From an optimization exercise on the open Yosys and OpenROAD flow, aimed at small area, a short achievable clock period and few clock cycles; shortcuts taken in it are not production practice.
Function was checked by simulation only, so behaviour that the tests miss may differ from the original.
No activity file was given, so power comes from the tool's default toggle rates.

[flow/config.mk]
export PLATFORM = sky130hd
export DESIGN_NAME = pcmdf_dec
export DESIGN_NICKNAME = pcmdf_dec
export VERILOG_FILES = /design/flow/design.v
export SDC_FILE = /design/flow/constraint.sdc
export NUM_CORES = 4
export LEC_CHECK = 0
export CAP_MARGIN = 20
export CORE_MARGIN = 2
export CORE_UTILIZATION = 60
export CTS_BUF_LIST = sky130_fd_sc_hd__clkbuf_4 sky130_fd_sc_hd__clkbuf_8
export PLACE_DENSITY = 0.75
export SETUP_SLACK_MARGIN = 4.6
export SLEW_MARGIN = 20
[flow/constraint.sdc]
create_clock -name core_clock -period 8.0 [get_ports {clk}]
set_input_delay 1.6000 -clock core_clock [delete_from_list [all_inputs] [get_ports {clk}]]
set_output_delay 1.6000 -clock core_clock [all_outputs]
set_load 0.01 [all_outputs]
[flow/design.v]
module pcmdf_dec (
    input  wire        clk,
    input  wire        rst,
    input  wire        start,
    input  wire [15:0] cfg_len,
    input  wire [15:0] cfg_fps,
    input  wire        cfg_fps_set,
    input  wire        cfg_extract,
    output wire        idle,
    input  wire        in_valid,
    output reg         in_ready,
    input  wire [31:0] in_data,
    output reg         out_valid,
    input  wire        out_ready,
    output reg  [1:0]  out_type,
    output wire [31:0] out_data,
    output reg  [2:0]  out_nbytes,
    output reg         out_tp,
    output reg  [63:0] out_ts,
    output reg  [15:0] out_hdr,
    output reg         out_ss,
    output wire [31:0] out_sync,
    output reg  [15:0] out_sfid,
    output reg  [15:0] out_plen,
    output wire [2:0]  out_status,
    output reg  [15:0] out_offset,
    output reg  [15:0] out_count,
    output reg  [31:0] out_mode_word
);
    localparam [1:0] T_HDR = 2'd0, T_PAY = 2'd1, T_END = 2'd2;
    localparam [2:0] PH_MODE  = 3'd0,   
                     PH_TP    = 3'd1,   
                     PH_REC   = 3'd2,   
                     PH_DRAIN = 3'd3,   
                     PH_SHORT = 3'd4;   
    reg        busy;
    reg [2:0]  phase;
    reg [1:0]  status;
    reg        fpsv_l;      
    reg        xbad;        
    reg [15:0] lrem;        
    reg        lnz;         
    reg        lw;          
    reg        fit0;        
    reg        fit1;        
    reg [15:0] sh;          
    reg [15:0] hl;          
    reg        rl0, rl1;    
    reg [3:0]  fi;          
    reg [15:0] hold;        
    reg        hv;          
    reg        df;          
    reg        tsh;         
    reg [31:0] sk;          
    reg        skv;
    reg        endp;        
    reg [31:0] dsync;
    assign out_status = {1'b0, status};
    assign out_data   = dsync;
    assign out_sync   = dsync;
    wire   hdr_wait   = out_valid && (out_type == T_HDR);
    assign idle       = !busy && !hdr_wait;
    wire out_free = !out_valid || out_ready;
    wire slot     = out_free && !endp;        
    wire acc      = in_valid && in_ready;
    wire go       = (skv || acc) && slot;
    wire [31:0] w = skv ? sk : in_data;
    wire [13:0] lrem_q = lrem[15:2] - 14'd1;
    wire [15:0] h0 = w[15:0];
    wire [15:0] h1 = w[31:16];
    wire        x  = out_ss;
    wire        odd = out_plen[0];      
    wire        rec = (phase == PH_REC);
    wire        rlast0 = rl0;                     
    wire        rlast1 = rl1;                     
    wire [3:0]  fi1 = (fi == 4'd8) ? 4'd8 : fi + 4'd1;
    wire [3:0]  f1  = rlast0 ? 4'd0 : fi1;
    wire        p0  = x ? (fi >= 4'd8) : (fi >= 4'd5);
    wire        p1  = x ? (f1 >= 4'd8) : (f1 >= 4'd5);
    wire        start0 = (fi == 4'd0);
    wire        nofit0 = start0 && !fit0;
    wire        nofit1 = rlast0 && !fit1;
    wire        bad0   = start0 && xbad;
    wire        par  = sh[0] ^ hl[0];             
    wire [15:0] E    = par ? h1 : h0;
    wire [15:0] O    = par ? h0 : h1;
    wire [3:0]  idxE = par ? fi1 : fi;
    wire [3:0]  idxO = par ? fi : fi1;
    wire        vE   = !(rlast0 && par);          
    wire        vO   = !(rlast0 && !par);
    wire        h0ff   = (h0 == 16'hFFFF);
    wire        h1ff   = (h1 == 16'hFFFF);
    wire        ts_pos = (idxO == 4'd3) && vO && (out_ts[31:0] == 32'hFFFF_FFFF) &&
                         (!par || (out_ts[47:32] == 16'hFFFF));
    wire        ts_bad = ts_pos && h0ff && (par || h1ff);
    wire        ts_end = ts_pos && par && rlast1;
    wire        hdr_w = x ? ((idxO == 4'd7) && vO) : ((idxE == 4'd4) && vE);
    wire        pay_beat = hv ? p0 : (p0 && !hdr_w);
    wire        hv_n     = (hdr_w && p1) || (hv && p0 && p1) || (!hv && !p0 && p1);
    wire        df_n     = (go && rec) ? (hv_n && rlast1) : (df && !out_free);
    wire        df_out   = df && out_free;
    wire        d_pay    = go && ((phase == PH_TP) || (rec && pay_beat));
    wire        d_hi_en  = df_out || d_pay || (go && rec && (idxO == 4'd5) && vO);
    wire        d_lo_en  = df_out || d_pay || (go && rec && (idxE == 4'd6) && vE);
    wire        d_pair   = df_out || (d_pay && hv);            
    wire [15:0] d_hi     = (d_pair || (!d_pay && par)) ? h0 : h1;
    wire [15:0] d_lo     = d_pair ? hold : ((!d_pay && par) ? h1 : h0);
    wire        mode_go  = go && (phase == PH_MODE);
    wire        rec_go   = go && rec;
    wire        end_ld   = (endp && out_free) || (go && (phase == PH_DRAIN) && lw && !df);
    wire        hdr_ld   = (mode_go && w[20]) || (rec_go && hdr_w && !ts_bad && !bad0);
    wire        beat_ld  = end_ld || hdr_ld || df_out || d_pay;
    wire        is_hdr   = (mode_go && w[20]) || (rec_go && hdr_w);
    wire [2:0]  nb_tp    = (lw && lrem[1:0] != 2'd0) ? {1'b0, lrem[1:0]} : 3'd4;
    wire        short_ld = busy && (phase == PH_SHORT) && slot;
    wire        rl_any   = rlast0 || rlast1;
    wire        off_en   = short_ld || mode_go || (rec_go && rl_any && !(ts_end && h0ff));
    wire [15:0] off_d    = short_ld ? 16'd0 : mode_go ? (w[20] ? lrem : 16'd4) :
                           out_offset + {sh[14:0], 1'b0};
    wire        cnt_en   = short_ld || mode_go || (rec_go && rl_any) || (status == 2'd3);
    wire [15:0] cnt_d    = mode_go ? {15'd0, w[20]} :
                           (short_ld || status == 2'd3) ? 16'd0 : out_count + 16'd1;
    wire        st_en    = short_ld || mode_go || (rec_go && ((bad0 && !nofit0) || ts_bad));
    wire [1:0]  st_d     = short_ld ? 2'd1 : mode_go ? ((w[20] || fpsv_l) ? 2'd0 : 2'd2) : 2'd3;
    wire        pos_en   = mode_go || rec_go;
    wire [3:0]  fi_d     = mode_go ? 4'd0 : rlast0 ? 4'd1 : rlast1 ? 4'd0 :
                           (fi >= 4'd6) ? 4'd8 : fi + 4'd2;
    wire [15:0] hl_d     = (mode_go || rlast1) ? sh : rlast0 ? sh - 16'd1 : hl - 16'd2;
    wire        rl0_d    = !mode_go && !rlast0 && !rlast1 && (hl == 16'd3);
    wire        rl1_d    = !mode_go && !rlast0 && !rlast1 && (hl == 16'd4);
    wire [2:0]  nb_rec   = hv ? (!p0 ? (odd ? 3'd1 : 3'd2) : (rlast0 && odd) ? 3'd3 : 3'd4)
                              : (rlast0 ? (odd ? 3'd1 : 3'd2) : ((rlast1 && odd) ? 3'd3 : 3'd4));
    wire [17:0] fit_b  = {2'b00, lrem} - {1'b0, sh, 1'b0};
    wire        fit_hi = (fit_b[16:3] != 14'd0);
    wire        fit0_d = !fit_b[17] && (fit_hi || fit_b[2:0] >= (odd ? 3'd3 : 3'd4));
    wire        fit1_d = !fit_b[17] && (fit_hi || fit_b[2:0] >= (odd ? 3'd5 : 3'd6));
    reg        busy_n, lnz_n, skv_n, endp_n, short_n;
    reg [2:0]  phase_n;
    reg        end_now;
    always @* begin
        skv_n   = skv ? !slot : (acc && !slot);
        busy_n  = busy;
        lnz_n   = lnz;
        phase_n = phase;
        short_n = (phase == PH_SHORT);
        endp_n  = endp && !out_free;
        end_now = 1'b0;
        if (!busy) begin
            if (start && !hdr_wait) begin
                busy_n  = 1'b1;
                lnz_n   = (cfg_len != 16'd0);
                short_n = (cfg_len < 16'd4);
                phase_n = short_n ? PH_SHORT : PH_MODE;
            end
        end else begin
            if (phase == PH_SHORT && slot) begin
                phase_n = PH_DRAIN;
                short_n = 1'b0;
            end
            if (go) begin
                lnz_n = !lw;
                case (phase)
                    PH_MODE:  phase_n = w[20] ? PH_TP : (fpsv_l ? PH_REC : PH_DRAIN);
                    PH_REC:   if (nofit0 || bad0 || ts_bad || nofit1) phase_n = PH_DRAIN;
                    PH_DRAIN: end_now = lw && !df;
                    default: ;
                endcase
            end
            if (end_now) begin
                busy_n = 1'b0;
            end else if (!lnz_n && !df_n && !short_n) begin
                busy_n = 1'b0;
                endp_n = 1'b1;
            end
        end
    end
    always @(posedge clk) begin
        if (rst) begin
            busy      <= 1'b0;
            out_valid <= 1'b0;
            df        <= 1'b0;
            skv       <= 1'b0;
            in_ready  <= 1'b0;
            endp      <= 1'b0;
            phase     <= PH_MODE;
        end else begin
            busy     <= busy_n;
            lnz      <= lnz_n;
            skv      <= skv_n;
            phase    <= phase_n;
            endp     <= endp_n;
            in_ready <= busy_n && lnz_n && !skv_n && !short_n;
            out_valid <= (out_valid && !out_ready) || beat_ld;
            if (out_free)
                out_type <= end_ld ? T_END : is_hdr ? T_HDR : T_PAY;
            if (df_out || d_pay)
                out_nbytes <= df_out ? (odd ? 3'd1 : 3'd2) :
                              (phase == PH_TP) ? nb_tp : nb_rec;
            if (acc && !slot)
                sk <= in_data;
            if (d_hi_en)
                dsync[31:16] <= d_hi;
            if (d_lo_en)
                dsync[15:0] <= d_lo;
            if (pos_en) begin
                fi  <= fi_d;
                hl  <= hl_d;
                rl0 <= rl0_d;
                rl1 <= rl1_d;
            end
            if (rec_go && (tsh || (idxE == 4'd0 && vE)))
                out_ts[15:0] <= tsh ? hold : E;
            if (rec_go && idxO == 4'd1 && vO) out_ts[31:16] <= O;
            if (rec_go && idxE == 4'd2 && vE) out_ts[47:32] <= E;
            if (rec_go && idxO == 4'd3 && vO) out_ts[63:48] <= O;
            if (rec_go && idxE == 4'd4 && vE) out_hdr <= E;
            if (rec_go && idxO == 4'd7 && vO) out_sfid <= O;
            if (cnt_en)
                out_count <= cnt_d;
            if (off_en)
                out_offset <= off_d;
            if (st_en)
                status <= st_d;
            if (!busy) begin
                if (start && !hdr_wait) begin
                    fpsv_l   <= cfg_fps_set;
                    xbad     <= cfg_extract && (cfg_fps < 16'd6);
                    out_ss   <= cfg_extract;
                    out_plen <= cfg_extract ? cfg_fps - 16'd6 : cfg_fps;
                    sh       <= ({1'b0, cfg_fps} + 17'd11) >> 1;
                    lrem     <= cfg_len;
                    lw       <= (cfg_len <= 16'd4);
                    hv       <= 1'b0;
                    df       <= 1'b0;
                    tsh      <= 1'b0;
                end
            end else begin
                if (phase == PH_SHORT && slot)
                    out_mode_word <= 32'd0;
                if (df && out_free)
                    hv <= 1'b0;      
                df <= df_n;
                if (go) begin
                    lrem <= lw ? 16'd0 : {lrem_q, lrem[1:0]};
                    lw   <= (lrem[15:3] == 13'd0) || (lrem == 16'd8);
                    fit0 <= fit0_d;
                    fit1 <= fit1_d;
                    hold <= h1;
                    case (phase)
                        PH_MODE: begin
                            out_mode_word <= w;
                            out_tp        <= w[20];
                            if (w[20])
                                out_plen <= {lrem_q, lrem[1:0]};
                        end
                        PH_REC: begin
                            tsh <= rlast0;
                            hv <= hv_n;
                        end
                        default: ;
                    endcase
                end
            end
        end
    end
endmodule
[flow/flow/run.sh]
#!/bin/bash
# The standard layout (standard synthesis, floorplan, place, CTS, route),
# with the smallest buffer on each input and output port instead of the
# default port buffer cell. Each tool's output goes to its log here.
set -euo pipefail
export BUFFER_PORTS_ARGS="-buffer_cell sky130_fd_sc_hd__buf_1"
bash standard.sh synth > synth.log 2>&1
bash standard.sh finish > layout.log 2>&1
[flow/standard.sh]
#!/bin/bash
# synth_recipe.tcl (not shown) runs the flow's synth.tcl, then flattens the netlist and writes it again
# the make line also repeats each setting of config.mk as NAME=value (left out here)
make -C /OpenROAD-flow-scripts/flow DESIGN_CONFIG=/design/flow/config.mk WORK_HOME=/design/flow/orfs CLKGATE_MAP_FILE= SYNTH_SCRIPT=/design/flow/synth_recipe.tcl "${@:-finish}"
==> metrics.csv, run 1 <==
metric,value,unit
path_delay_family,compound AO/OA/AOI/OAI gates,
cts_hold_buf,0,
grt_overflow,0,
clockBufferDepth,3,
clk_pin_slew_worst_paths,0.06,ns
drive_gt1_frac,0.104,
layout_common_cells,"edfxtp_1 (327), buf_1 (322), nor2_1 (148)",
fin_util,0.700,
ios,324,
report.power.total,4080,µW
hold_violations,0,
synth_top_area_share,0.551,
cts_root_buf,clkbuf_8,
layout_commonest_cell,edfxtp_1,
yosysWarnings,1,
fill_cells,2264,
syn_area_per_cell,11.0,µm²
powerDensity,198,mW/mm²
min_period_over_period,0.421,
critical_path.startpoint_type,register,
coreArea,0.0294,mm²
crit_required,8.34,ns
clock_skew,0.0333,ns
maxCapViolations,0,
worst_pin_slew,1.14,ns
max_slew_margin,0.232,
insertion_delay,0.61,ns
worst-path-buf-inv,1,
numCtsBuffers,54,
multiInputGateArea,0.00719,mm²
htree_levels,2,
post-route-drc-count,0,
num_rows,63,
antenna_found_initial,0,
grt_max_degree,71,
crit_chain,buf_4 -> ha_1 -> a21o_1 -> a21o_1 -> a2111oi_0 -> nor3_1 -> nor3_1 -> nor3_1 -> nand3b_1,
crit_fanout,7,
ys_seq_elements,336,
finalSetupViolations,0,
syn_nets,1731,
rsz0062_at_grt,true,
yosysTopAreaCell,edfxtp_1,
power.internal,2990,µW
finalSetupTns,0,ns
synth-main-ff-cell,edfxtp_1,
routabilityCongestion,1.01,
stdcell_area,0.0206,mm²
critPathKind,register to register,
yosys-top-cells-area,"edfxtp_1 (55%), nor2_1 (3.3%), ha_1 (3.2%)",
post-dp-hpwl,40000,µm
finalCriticalPeriod,3.37,ns
diodes,0,
synth_seq_area_share,0.562,
hp-class,register to register,
cts.sinks,336,
place_area,0.0193,mm²
grt_pass1_vias,13600,
async_reset_ff_frac,0,
drtPass1Iterations,8,
grt_pass1_wl,78000,µm
tritoncts,yes,
netSwitchingFraction,0.268,
p_leak,0.00716,µW
die-area,0.0311,mm²
ir_drop,0.176,mV
die_y,176,µm
syn2layout_area_growth,15.6,%
ys_types,77,
worst_ep_arrival_time,3.71,ns
synth_edf_count,327,
grt.total_usage,0.332,
synth_cells,1612,
outcome,timing/DRC/antenna clean,
viasPerCell,6.15,
pwr-share-seq,0.507,
hold_slack,0.535,ns
endpoint_kind,register,
start_util,0.606,
die_w,176,µm
slew_viol_final,0,
critPathSlowestCell,a2111oi_0,
slowest_delay,0.81,ns
nNetsFinal,2046,
drtIter0Drc,1518,
syn_area,0.0178,mm²
power_switching,1090,µW
wirelength,52800,µm
portBuffers,322,
p_comb_frac,0.131,
cpMostUsedCell,nor3_1,
wl_per_cell,22.4,µm
antenna_left,0,
seq_area,0.0100,mm²
num_vias,14500,
clock_power_share,0.362,
clock.fmax,297,MHz
## per-stage QoR
stage,cells,setup WS [ns]
6_report,2358,4.63
4_1_cts,2350,4.50
5_1_grt,2358,4.59
2_1_floorplan,1612,4.36
3_5_place_dp,2251,3.45
3_3_place_gp,2251,3.46
## worst min-delay path, cell delays in order (launching register included)
cell and delay [ns]:
dfxtp_1 0.33, o21ai_0 0.09, o31ai_1 0.07
## cell type report
type | instances | share of cell area
clock buffers | 71 | 0.0429
clock inverters | 26 | 0.00906
inverters | 88 | 0.0163
multi-input cells | 1094 | 0.349
flip-flops and latches | 336 | 0.486
well taps | 390 | 0.0237
repair buffers | 353 | 0.0728
## sequential cells by signal (all words and copies together), names as in the netlist, 16 cells and up
signal         flops
out_plen          16
out_offset        16
hl                16
out_hdr           16
out_ts            64
lrem              16
sk                32
out_count         16
sh                16
hold              16
dsync             32
out_mode_word     32
out_sfid          16
## power by group through the flow
stage	combinational [µW]	sequential, µW	clock, µW
floorplan	344	2090	0
global placement	496	2100	0
detailed placement	510	2100	0
CTS	516	2070	1480
global route	584	2070	1560
finish	534	2070	1480
## synth_stat cells (19+ instances only)
cell type  number
mux2i_1        56
ha_1           46
xor2_1         39
nand3_1        73
inv_1          87
edfxtp_1      327
xnor2_1        40
a21oi_1        95
o22ai_1        27
nor2_1        156
nand2_1       113
buf_4          34
nor3_1         40
o21ai_0       104
and3_1         19
nand4_1        37
nand2b_1       20
nor4_1         21
mux2_2         30
clkbuf_1       45
## cells by family (layout without fill, tap and decap cells)
| logic type | after synthesis | count (layout) | synth area share |
|---|---|---|---|
| simple gates | 545 | 545 | 0.150 |
| flops | 336 | 336 | 0.562 |
| compound gates | 332 | 332 | 0.114 |
| buf+inv | 182 | 538 | 0.0476 |
| mux | 88 | 88 | 0.0521 |
| xor+xnor | 80 | 80 | 0.0398 |
| fa+ha+maj | 48 | 48 | 0.0346 |
| other cells | 1 | 1 | 0.000211 |
## routing by layer
layer,vias up,routed length [µm],track usage
li1,6607,-,-
met1,6956,19100,0.390
met2,776,26700,0.590
met3,151,4220,0.0508
met4,0,2850,0.172
met5,-,0,0
## timing repair
action / in CTS / in global routing
setup buffers: 2 / 8
hold endpoints to repair: 0 / 0
resized for setup: 12 / 17
pin swaps: 2 / 4
endpoints found under the setup margin: 101 / 132
## final timing paths
| kind | startpoint | endpoint | slack [ns] | depth (start not counted) |
|---|---|---|---|---|
| worst max-delay path | sh[0] | out_offset[14] | 4.63 | 9 |
| worst min-delay path | df | df | 0.54 | 2 |
| worst max register to register | sh[0] | out_offset[14] | 4.63 | 9 |
| worst min register to register | df | df | 0.54 | 2 |
Testbench counts, summed over its fixed seeds: cycles 18,614.
==> inputs of run 2 (changes only) <==
--- a/flow/config.mk
+++ b/flow/config.mk
@@ -12,3 +12,4 @@
 export PLACE_DENSITY = 0.75
-export SETUP_SLACK_MARGIN = 4.6
+export SETUP_SLACK_MARGIN = 5
 export SLEW_MARGIN = 20
+export TNS_END_PERCENT = 0
==> run 2 against run 1 <==
  * Critical path type is now register to primary output
  * Clock-buffer cell count up 10
  * Wire length up 0.51%
  * Critical path depth down 6
  * Combinational power up 2%
  * Clock power about the same
  * Hold slack better by 0.0095 ns
  * Synthesized cell count unchanged
  * Worst setup slack better by 0.17 ns
  * Largest cell class unchanged
  * Still clean
  * Sequential power about the same
==> metrics.csv, run 2 <==
metric,value,unit
stdcell_area,0.0208,mm²
finalCriticalPeriod,3.20,ns
ir_drop,0.123,mV
grt_max_degree,71,
synth-main-ff-cell,edfxtp_1,
num_vias,14500,
maxCapViolations,0,
num_rows,63,
top_layer,met4,
yosysWarnings,1,
crit_fanout,3,
crit_end,idle,
worst_pin_slew,1.10,ns
wl_per_cell,22.4,µm
grt_pass1_vias,13700,
ff2ff_setup_slack,4.86,ns
drive_gt1_frac,0.114,
crit_chain,nor3b_4 -> nor2_1 -> clkbuf_2,
powerDensity,197,mW/mm²
yosys-top-cells-area,"edfxtp_1 (55%), nor2_1 (3.3%), ha_1 (3.2%)",
clockBufferDepth,3,
reg2reg_depth,11,
worst_r2r_endpoint,fit0,
slowest_delay,0.43,ns
clk_pin_slew_worst_paths,0.06,ns
p_leak,0.00725,µW
finalSetupTns,0,ns
ios,324,
layout_commonest_cell,edfxtp_1,
max_slew_margin,0.258,
worst_ep_arrival_time,1.60,ns
layout_common_cells,"edfxtp_1 (327), buf_1 (321), nor2_1 (148)",
critPathSlowestCell,edfxtp_1,
yosysMostFrequentCell,edfxtp_1,
rsz0062_at_grt,true,
ys_top_cells_by_count,"edfxtp_1 (327), nor2_1 (156), nand2_1 (113), o21ai_0 (104), a21oi_1 (95)",
min_period_over_period,0.400,
hold_violations,0,
insertion_delay,0.61,ns
ys_types,77,
wl_met1,19100,µm
cts.sinks,336,
place_area,0.0192,mm²
async_reset_ff_frac,0,
critPathKind,register to primary output,
synth_seq_area_share,0.562,
tritoncts,yes,
post-route-drc-count,0,
post-dp-hpwl,39900,µm
die_y,176,µm
drtIter0Drc,1471,
portBuffers,322,
syn_area_per_cell,11.0,µm²
htree_levels,2,
cts_root_buf,clkbuf_8,
hp-class,register to register,
grt_overflow,0,
largest_register_ffs,64,
endpoint_kind,primary output,
syn2layout_area_growth,16.7,%
critical_path.reg2reg.startpoint,lrem[1],
regMostFlops,out_ts,
die-area,0.0311,mm²
clock.fmax,312,MHz
ys_seq_elements,336,
numCtsBuffers,54,
dr_wl_met2,26500,µm
hold_slack,0.545,ns
synth_edf_count,327,
antenna_left,0,
report.power.total,4090,µW
grt.total_usage,0.332,
yosysTopAreaCell,edfxtp_1,
drtPass1Iterations,5,
slew_viol_final,0,
syn_nets,1731,
wl_met3,4520,µm
clock_skew,0.0279,ns
die_w,176,µm
viasPerCell,6.14,
crit_required,6.40,ns
grt_pass1_wl,78300,µm
finalSetupViolations,0,
wirelength,53100,µm
routabilityCongestion,0.973,
outcome,timing/DRC/antenna clean,
startpoint,out_type[0],
synth_cells,1612,
nNetsFinal,2050,
start_util,0.606,
antenna_found_initial,1,
critical_path.startpoint_type,register,
coreArea,0.0294,mm²
syn_area,0.0178,mm²
synth_top_area_share,0.551,
[run 2: cell types whose count changed in the layout (fill, tap and decap cells not counted), moves of 2 or more]
cell       delta
buf_12        +4
bufinv_16     -2
clkbuf_4      +7
clkbuf_8      +4
clkinv_1      -6
clkinv_2      +3
inv_8         +2
mux2i_1       -2
nor2_2        -3
nor2_4        +3
nor3b_1       -2
[run 2: timing repair]
item | 4_1_cts | 5_1_grt
hold buffers | 0 | 0
endpoints found under the hold margin | 0 | 0
gates resized for setup | 21 | 31
pin swaps | 3 | 9
setup endpoints to repair | 324 | 289
cloned | 0 | 0
setup buffers | 6 | 12
[run 2: how the worst min path moves through the flow]
stage | startpoint | endpoint | slack (ns) | depth (start not counted)
2_1_floorplan | df | df | 0.47 | 2
3_3_place_gp | phase[0] | phase[0] | 0.52 | 1
3_5_place_dp | df | df | 0.53 | 2
4_1_cts | df | df | 0.54 | 2
5_1_grt | phase[0] | phase[0] | 0.58 | 1
6_report | df | df | 0.54 | 2
[run 2: where the power goes]
part	internal, µW	switching [µW]
logic	197	347
clock network	786	690
registers	2010	61.3
total	2990	1100
[run 2: layer usage]
metal,vias up,global-route usage
li1,6631,-
met1,6854,0.399
met2,873,0.576
met3,172,0.0577
met4,0,0.168
met5,-,0
[run 2: layout make-up]
cell class | instances | area, µm²
timing repair buffer | 357 | 1590
fill | 2200 | 8620
sequential | 336 | 10000
tap | 390 | 488
antenna | 1 | 2.50
inverter | 88 | 338
multi-input combinational | 1094 | 7270
clock inverter | 21 | 114
clock buffer | 81 | 977
[run 2: logic make-up after synthesis]
kind of cell,Yosys count,synth area share
mux,88,0.0521
flops,336,0.562
xor+xnor,80,0.0398
fa+ha+maj,48,0.0346
compound gates,332,0.114
other cells,1,0.000211
simple gates,545,0.150
buf+inv,182,0.0476
[run 2: stage by stage]
stage	setup slack, ns	util	std cells
after detailed placement	3.42	0.654	2247
final	4.80	0.707	2368
after floorplan	4.48	-	1612
after global placement	3.50	0.654	2247
after global routing	4.73	0.707	2368
after CTS	4.69	0.697	2355
[run 2: critical path: cells and delay by family, from the launching register on]
kind | cells | cell delay [ns]
DFF | 1 | 0.43
buffers and inverters | 1 | 0.15
and+or+nand+nor | 2 | 0.43
==> inputs of run 3 (changes only) <==
--- a/flow/config.mk
+++ b/flow/config.mk
@@ -12,4 +12,3 @@
 export PLACE_DENSITY = 0.75
-export SETUP_SLACK_MARGIN = 5
+export SETUP_SLACK_MARGIN = 4.8
 export SLEW_MARGIN = 20
-export TNS_END_PERCENT = 0
==> run 3 against run 2 <==
  * Clock-buffer cell count down 16
  * Global-route usage up 0.51 points
  * Final area up 0.33%
  * Via count up 1.8%
  * Maximum frequency down 0.56%
==> metrics.csv, run 3 <==
metric,value,unit
cts_hold_buf,0,
clockBufferDepth,3,
insertion_delay,0.58,ns
rsz0062_at_grt,true,
start_util,0.606,
grt_overflow,0,
htree_levels,2,
antenna_left,0,
yosysMostFrequentCell,edfxtp_1,
grt_pass1_wl,79400,µm
drtIter0Drc,1489,
max_slew_margin,0.287,
power.internal,2920,µW
multiInputGateArea,0.00739,mm²
die_y,176,µm
power_switching,1090,µW
grt_pass1_vias,13700,
drtPass1Iterations,6,
hold_violations,0,
p_leak,0.00725,µW
regMostFlops,out_ts,
antenna_found_initial,1,
crit_required,6.40,ns
critPathKind,register to primary output,
yosysWarnings,1,
ys_types,77,
post-dp-hpwl,39900,µm
die_w,176,µm
finalCriticalPeriod,3.22,ns
endpoint_kind,primary output,
layout_commonest_cell,edfxtp_1,
hold_slack,0.544,ns
routabilityCongestion,0.940,
clk_pin_slew_worst_paths,0.07,ns
critical_path.startpoint_type,register,
worst-path-buf-inv,1,
diodes,0,
tritoncts,yes,
cts.sinks,336,
critPathSlowestCell,edfxtp_1,
syn_area,0.0178,mm²
synth_edf_count,327,
layout_common_cells,"edfxtp_1 (327), buf_1 (320), nor2_1 (147)",
slew_viol_final,0,
p_comb_frac,0.139,
stdcell_area,0.0209,mm²
grt.total_usage,0.337,
hp-class,register to register,
fill_cells,2186,
syn_area_per_cell,11.0,µm²
die-area,0.0311,mm²
synth-main-ff-cell,edfxtp_1,
worst_ep_arrival_time,1.62,ns
powerDensity,192,mW/mm²
synth_seq_area_share,0.562,
clock_power_share,0.344,
clock_skew,0.0143,ns
wirelength,53800,µm
slowest_delay,0.44,ns
pwr-share-seq,0.517,
portBuffers,322,
num_rows,63,
place_area,0.0194,mm²
numCtsBuffers,52,
maxCapViolations,0,
yosysTopAreaCell,edfxtp_1,
post-route-drc-count,0,
grt_max_degree,71,
synth_top_area_share,0.551,
viasPerCell,6.24,
syn_nets,1731,
largest_register_ffs,64,
synth_cells,1612,
cts_root_buf,clkbuf_8,
syn2layout_area_growth,17.1,%
drive_gt1_frac,0.116,
path_delay_family,simple AND/OR/NAND/NOR gates,
outcome,timing/DRC/antenna clean,
async_reset_ff_frac,0,
ir_drop,0.158,mV
finalSetupViolations,0,
crit_fanout,3,
setup_slack,4.78,ns
place_ws,3.40,ns
crit_chain,nor3b_4 -> nor2_1 -> buf_1,
clock.fmax,311,MHz
netSwitchingFraction,0.272,
ys_top_cells_by_count,"edfxtp_1 (327), nor2_1 (156), nand2_1 (113), o21ai_0 (104), a21oi_1 (95)",
coreArea,0.0294,mm²
nNetsFinal,2057,
report.power.total,4010,µW
seq_area,0.0100,mm²
min_period_over_period,0.402,
ios,324,
wl_per_cell,22.7,µm
yosys-top-cells-area,"edfxtp_1 (55%), nor2_1 (3.3%), ha_1 (3.2%)",
finalSetupTns,0,ns
num_vias,14800,
ys_seq_elements,336,
worst_pin_slew,1.07,ns
==> run 3: routing by layer <==
metal,part of all wire,up-vias,track usage
li1,-,6644,-
met1,0.36,7059,0.394
met2,0.51,922,0.601
met3,0.083,165,0.0590
met4,0.050,0,0.163
met5,0,-,0
==> run 3: timing repair <==
| action | CTS | global route |
|---|---|---|
| pin swaps | 5 | 7 |
| setup buffers | 9 | 21 |
| gates resized for setup | 23 | 24 |
| setup endpoints to repair | 118 | 170 |
| hold endpoints to repair | 0 | 0 |
==> run 3: cell type report <==
class                   count  area share
flip-flops and latches    336       0.480
multi-input cells        1094       0.354
repair buffers            366      0.0779
clock buffers              65      0.0393
well taps                 390      0.0234
inverters                  88      0.0173
clock inverters            30     0.00780
==> run 3: final timing paths <==
check / startpoint / endpoint / slack [ns] / cells after the start
setup / recovery: out_type[1] / idle / 4.78 / 3
hold / removal: df / df / 0.54 / 2
setup reg to reg: sh[12] / fit0 / 4.88 / 9
hold reg to reg: df / df / 0.54 / 2
==> run 3: cell families after synthesis <==
family | synth area share
flip-flops | 0.562
multiplexers | 0.0521
adder cells (fa/ha/maj) | 0.0346
AO/OA/AOI/OAI | 0.114
XOR/XNOR | 0.0398
other | 0.000211
buffers and inverters | 0.0476
AND/OR/NAND/NOR | 0.150
==> run 3: worst min-delay path: stages, from the launching register on <==
cell and delay (ns):
dfxtp_1 0.34, o21ai_0 0.08, o31ai_1 0.08
==> run 3: stage by stage <==
step                 util  std cells
floorplan               -       1612
global placement    0.659       2244
detailed placement  0.659       2244
CTS                 0.699       2348
global route        0.709       2369
finish              0.709       2369
==> run 3: power by group through the flow <==
stage,Clock [µW],Sequential [µW],Combinational (µW)
final,1380,2070,558
after global routing,1460,2070,608
after CTS,1390,2070,530
after detailed placement,0,2110,510
after global placement,0,2110,495
after floorplan,0,2090,350

==> port drivers added, routing unchanged <==
The flow's constraints put no driver on any port. The routed layouts listed below were extracted and timed again, unchanged, in two steps.
Step 1 sets driving cells, clkbuf_16 on the clock port and buf_2 on the other inputs (assumed; they add their load-dependent delay and slew).
Step 2, shift: input delay + t, output delay - t, t = (earliest + latest rising clock arrival at the registers) / 2. This alone moves slack from input paths to output paths.
Three values: ideal, step 1, step 2; two values: the first two.
run | shift t [ns] | setup slack, ns | worst setup path after step 2 | clock arrival spread, ns
run 1 | 0.639 | 4.632 / 4.613 / 3.974 | input to register | 0.033 / 0.034
run 2 | 0.648 | 4.799 / 4.751 / 4.173 | input to register | 0.028 / 0.028
run 3 | 0.629 | 4.781 / 4.731 / 4.256 | input to register | 0.019 / 0.019
After both steps every run listed still meets setup and hold. For run 1, which loses most, drivers alone change the setup slack by -0.019 ns; drivers and shift together by -0.658 ns.
